This is an optimization exercise on Yosys and OpenROAD, whose aim is small area, a short achievable clock period and few clock cycles per item, not a production implementation. In this exercise RTL edits were held to simulation tests only and were not proved equivalent to the original. Power is estimated from default activity; no workload was simulated.

==> flow/design.v <==
module lora_rx_decoder (
    input  wire        clk,
    input  wire        rst,           
    input  wire        start,
    input  wire [3:0]  cfg_sf,        
    input  wire [3:0]  cfg_ppm,       
    input  wire [2:0]  cfg_rdd,       
    input  wire        cfg_explicit,  
    input  wire        sym_valid,
    output wire        sym_ready,
    input  wire [15:0] sym_data,
    output wire        out_valid,
    input  wire        out_ready,
    output wire [7:0]  out_data
);
    reg  [3:0]  sh;                   
    reg  [3:0]  sf;                   
    reg  [3:0]  pm1;                  
    reg  [2:0]  rdd;
    reg         expl;
    reg         in_v;
    reg  [11:0] in_u;                 
    reg  [11:0] sb [0:7];
    reg  [2:0]  m;                    
    reg  [2:0]  r;                    
    reg         ld_hdr;               
    reg         sb_full;
    reg         first_x;              
    reg  [11:0] cb [0:7];
    reg  [3:0]  j;                    
    reg         cw_v;
    reg         cw_hdr;
    reg         q_v;
    reg  [7:0]  q_cw;
    reg  [3:0]  q_key;
    reg         q_hdr;
    reg         ov;
    reg  [5:0]  od;
    reg  [7:0]  s;
    reg         widx;
    wire [3:0] ppm_eff = (cfg_ppm == 4'd0) ? cfg_sf : cfg_ppm;
    wire a_free  = ~ov | out_ready;
    wire q_adv   = q_v & a_free;
    wire qfree   = ~q_v | q_adv;
    wire take    = cw_v & qfree;
    wire cw_last = (j == pm1);
    wire xfer    = sb_full & (~cw_v | (take & cw_last));
    wire take0   = sb_full & ~cw_v & qfree;
    wire tk      = take | take0;
    wire s1_go   = in_v & (~sb_full | xfer);
    wire [2:0] wl1 = ld_hdr ? 3'd7 : (3'd3 + rdd);    
    wire ld_last = (m == wl1);
    reg  rdy;
    assign sym_ready = rdy;
    wire acc = sym_valid & rdy;
    reg  [11:0] below, pa0, pa1, pa2, pa3, cy;
    integer ci;
    always @* begin
        for (ci = 0; ci < 12; ci = ci + 1)
            below[ci] = (ci + 1 < sh);
        pa0 = sym_data[11:0] | below;
        for (ci = 0; ci < 12; ci = ci + 1) begin
            pa1[ci] = (ci >= 1) ? pa0[ci] & pa0[ci-1] : pa0[ci];
        end
        for (ci = 0; ci < 12; ci = ci + 1) begin
            pa2[ci] = (ci >= 2) ? pa1[ci] & pa1[ci-2] : pa1[ci];
        end
        for (ci = 0; ci < 12; ci = ci + 1) begin
            pa3[ci] = (ci >= 4) ? pa2[ci] & pa2[ci-4] : pa2[ci];
        end
        for (ci = 0; ci < 12; ci = ci + 1) begin
            cy[ci] = (sh != 4'd0) & ~below[ci] &
                     ((ci == 0) ? 1'b1 :
                      (ci - 1 >= 8) ? pa3[ci-1] & pa3[ci-9] : pa3[ci-1]);
        end
    end
    wire [11:0] u_in = sym_data[11:0] ^ cy;
    reg  [11:0] gm;
    always @* for (ci = 0; ci < 12; ci = ci + 1) gm[ci] = (ci + 1 < sf);
    wire [11:0] G     = in_u ^ ({1'b0, in_u[11:1]} & gm);
    wire [4:0]  sa    = {1'b0, sh} + 5'd7 - {2'b0, r};
    wire [18:0] Gx    = {G, 7'd0};
    wire [18:0] A     = Gx >> sa;
    wire [11:0] B     = G >> (sf - {1'b0, r});
    reg  [11:0] rot;
    always @* for (ci = 0; ci < 12; ci = ci + 1) rot[ci] = (ci < r) ? B[ci] : A[ci];
    wire [7:0] cw = {cb[7][j], cb[6][j], cb[5][j], cb[4][j],
                     cb[3][j], cb[2][j], cb[1][j], cb[0][j]};
    wire [7:0] cw0 = {sb[7][0], sb[6][0], sb[5][0], sb[4][0],
                      sb[3][0], sb[2][0], sb[1][0], sb[0][0]};
    wire [7:0] cw_in  = take0 ? cw0 : cw;
    wire       hdr_in = take0 ? first_x : cw_hdr;
    wire use_key = ~(hdr_in & expl & (take0 | (j < 4'd5)));
    wire [3:0] key = widx ? {s[0], s[1], s[2], s[3]} : {s[4], s[5], s[6], s[7]};
    wire [2:0] cur_rdd = q_hdr ? 3'd4 : rdd;
    wire b0 = q_cw[0], b1 = q_cw[1], b2 = q_cw[2], b3 = q_cw[3];
    wire b4 = q_cw[4], b5 = q_cw[5], b6 = q_cw[6], b7 = q_cw[7];
    wire p0 = b0 ^ b1 ^ b2 ^ b4;
    wire p1 = b1 ^ b2 ^ b3 ^ b5;
    wire p2 = b0 ^ b1 ^ b3 ^ b6;
    wire p3 = b0 ^ b2 ^ b3 ^ b7;
    wire [3:0] s84 = {p3, p2, p1, p0};
    wire [2:0] s74 = {p2, p1, p0};
    reg [3:0] flip;
    reg       dec_e, dec_b;
    always @* begin
        flip  = 4'd0;
        dec_e = 1'b0;
        dec_b = 1'b0;
        case (cur_rdd)
            3'd1: dec_e = b4 ^ (b0 ^ b1 ^ b2 ^ b3);
            3'd2: dec_e = (b4 ^ (b0 ^ b1 ^ b2)) | (b5 ^ (b1 ^ b2 ^ b3));
            3'd3: begin
                dec_e = (s74 != 3'd0);
                case (s74)
                    3'd5: flip = 4'h1;
                    3'd7: flip = 4'h2;
                    3'd3: flip = 4'h4;
                    3'd6: flip = 4'h8;
                    default: ;
                endcase
            end
            3'd4: begin
                dec_e = (s84 != 4'd0);
                case (s84)
                    4'hD: flip = 4'h1;
                    4'h7: flip = 4'h2;
                    4'hB: flip = 4'h4;
                    4'hE: flip = 4'h8;
                    4'h0, 4'h1, 4'h2, 4'h4, 4'h8: ;
                    default: dec_b = 1'b1;
                endcase
            end
            default: ;
        endcase
    end
    wire [3:0] dec_d = q_cw[3:0] ^ flip ^ q_key;
    assign out_valid = ov;
    assign out_data  = {2'b00, od};
    integer i;
    always @(posedge clk) begin
        if (acc) begin
            in_u  <= u_in;
        end
        if (s1_go)
            sb[m] <= rot;
        for (i = 0; i < 8; i = i + 1)
            if (xfer)
                cb[i] <= sb[i];
        if (q_adv)
            od <= {dec_b, dec_e, dec_d};
        if (tk) begin
            q_cw  <= cw_in;
            q_key <= use_key ? key : 4'd0;
            q_hdr <= hdr_in;
        end
    end
    wire in_v_n    = acc | (in_v & ~s1_go);
    wire sb_full_n = (s1_go & ld_last) | (sb_full & ~xfer);
    wire cw_v_n    = xfer ? ~(take0 & (pm1 == 4'd0)) : (cw_v & ~(take & cw_last));
    always @(posedge clk) begin
        if (rst | start)
            rdy <= ~rst;
        else
            rdy <= ~in_v_n | ~sb_full_n | ~cw_v_n;
        if (start) begin
            sh   <= (cfg_ppm == 4'd0) ? 4'd0 : cfg_sf - cfg_ppm;
            sf   <= cfg_sf;
            pm1  <= ppm_eff - 4'd1;
            rdd  <= cfg_rdd;
            expl <= cfg_explicit;
        end
        if (rst | start) begin
            in_v    <= 1'b0;
            m       <= 3'd0;
            r       <= 3'd0;
            ld_hdr  <= 1'b1;
            sb_full <= 1'b0;
            first_x <= 1'b1;
            cw_v    <= 1'b0;
            cw_hdr  <= 1'b1;
            j       <= 4'd0;
            ov      <= 1'b0;
            q_v     <= 1'b0;
            s       <= 8'hFF;
            widx    <= 1'b0;
        end else begin
            if (acc)
                in_v <= 1'b1;
            else if (s1_go)
                in_v <= 1'b0;
            if (s1_go) begin
                if (ld_last) begin
                    m      <= 3'd0;
                    r      <= 3'd0;
                    ld_hdr <= 1'b0;
                end else begin
                    m <= m + 3'd1;
                    r <= ({1'b0, r} == pm1) ? 3'd0 : r + 3'd1;
                end
            end
            if (s1_go & ld_last)
                sb_full <= 1'b1;
            else if (xfer)
                sb_full <= 1'b0;
            if (xfer) begin
                cw_v    <= ~(take0 & (pm1 == 4'd0));
                cw_hdr  <= first_x;
                first_x <= 1'b0;
                j       <= take0 ? 4'd1 : 4'd0;
            end else if (take) begin
                if (cw_last)
                    cw_v <= 1'b0;
                j <= j + 4'd1;
            end
            if (a_free)
                ov <= q_adv;
            if (tk)
                q_v <= 1'b1;
            else if (q_adv)
                q_v <= 1'b0;
            if (tk & use_key) begin
                if (widx)
                    s <= {s[0] ^ s[2] ^ s[3] ^ s[4], s[7:1]};
                widx <= ~widx;
            end
        end
    end
endmodule
Settings: LEC_CHECK=0, ABC_AREA=1, CAP_MARGIN=20, CORE_MARGIN=2, CORE_UTILIZATION=40, CTS_BUF_LIST=sky130_fd_sc_hd__clkbuf_8, CTS_CLUSTER_DIAMETER=60, CTS_CLUSTER_SIZE=16, SETUP_SLACK_MARGIN=5, SLEW_MARGIN=20; clock period 9.0 ns.
standard.sh (not shown) runs the stock make flow with config.mk's settings and CLKGATE_MAP_FILE= SYNTH_SCRIPT=/design/flow/synth_recipe.tcl, a recipe that flattens the netlist after the stock synthesis.
==> flow/flow/run.sh <==
#!/bin/bash
# The standard layout (standard.sh: standard synthesis and ORFS flow) with:
#  - resizing not tied to the cell footprint;
#  - the port buffers made with buf_2 cells.
bash standard.sh SETUP_SLACK_MARGIN=6.0 MATCH_CELL_FOOTPRINT=0 \
    'BUFFER_PORTS_ARGS=-buffer_cell sky130_fd_sc_hd__buf_2' finish > standard.log 2>&1
Testbench counts at the start, summed over its fixed seeds: cycles 7,995, bytes 6,173.
Then changed:
==> flow/flow/run.sh (replaced) <==
#!/bin/bash
bash standard.sh 'SETUP_SLACK_MARGIN=6.0' 'MATCH_CELL_FOOTPRINT=0' 'BUFFER_PORTS_ARGS=-buffer_cell sky130_fd_sc_hd__buf_2' 'CTS_BUF_LIST=sky130_fd_sc_hd__clkbuf_8' 'CTS_CLUSTER_SIZE=16' 'CTS_CLUSTER_DIAMETER=60' 'ABC_AREA=1' finish > standard.log 2>&1
Settings changed: ABC_AREA 1 to not set, CTS_BUF_LIST sky130_fd_sc_hd__clkbuf_8 to not set, CTS_CLUSTER_DIAMETER 60 to not set, CTS_CLUSTER_SIZE 16 to not set, SETUP_SLACK_MARGIN 5 to not set.
Effect:
- The new run ran to the end with no violations
- sequential power is about the same
- clock-buffer cell count is unchanged
- clock power hardly moves
- setup slack is unchanged
- synthesized cell count stays the same
- routed wire length is unchanged
- via count stays the same
- maximum frequency stays the same
Then changed:
==> flow/flow/run.sh (replaced) <==
#!/bin/bash
bash standard.sh 'SETUP_SLACK_MARGIN=6.2' 'MATCH_CELL_FOOTPRINT=0' 'BUFFER_PORTS_ARGS=-buffer_cell sky130_fd_sc_hd__buf_2' 'CTS_BUF_LIST=sky130_fd_sc_hd__clkbuf_8' 'CTS_CLUSTER_SIZE=16' 'CTS_CLUSTER_DIAMETER=60' 'ABC_AREA=1' finish > standard.log 2>&1
Sequential power stays flat.
Flip-flop and latch count does not change.
Setup slack improves by 0.026 ns.
Hold slack improved by 0.014 ns.

## what the ideal ports hide
The flow's constraints put no driver on any port. The routed layouts listed below were extracted and timed again, unchanged, in two steps. Step 1 assumes that a clkbuf_16 drives the clock port and a buf_2 every other input. Step 2 times the ports against the registers' clock, not the clock port: input delays grow and output delays shrink by t, the midpoint of the rising clock arrivals with the driver on. a / b / c = ideal ports / drivers / drivers and shift; a / b = the first two.
run	t (ns)	setup slack, ns	pins driven straight from the clock port
the first run	0.605	6.072 / 6.044 / 5.497	1
the second run	0.605	6.072 / 6.044 / 5.497	1
the third run	0.607	6.097 / 6.053 / 5.552	1
After both steps setup and hold are still met in every run listed.
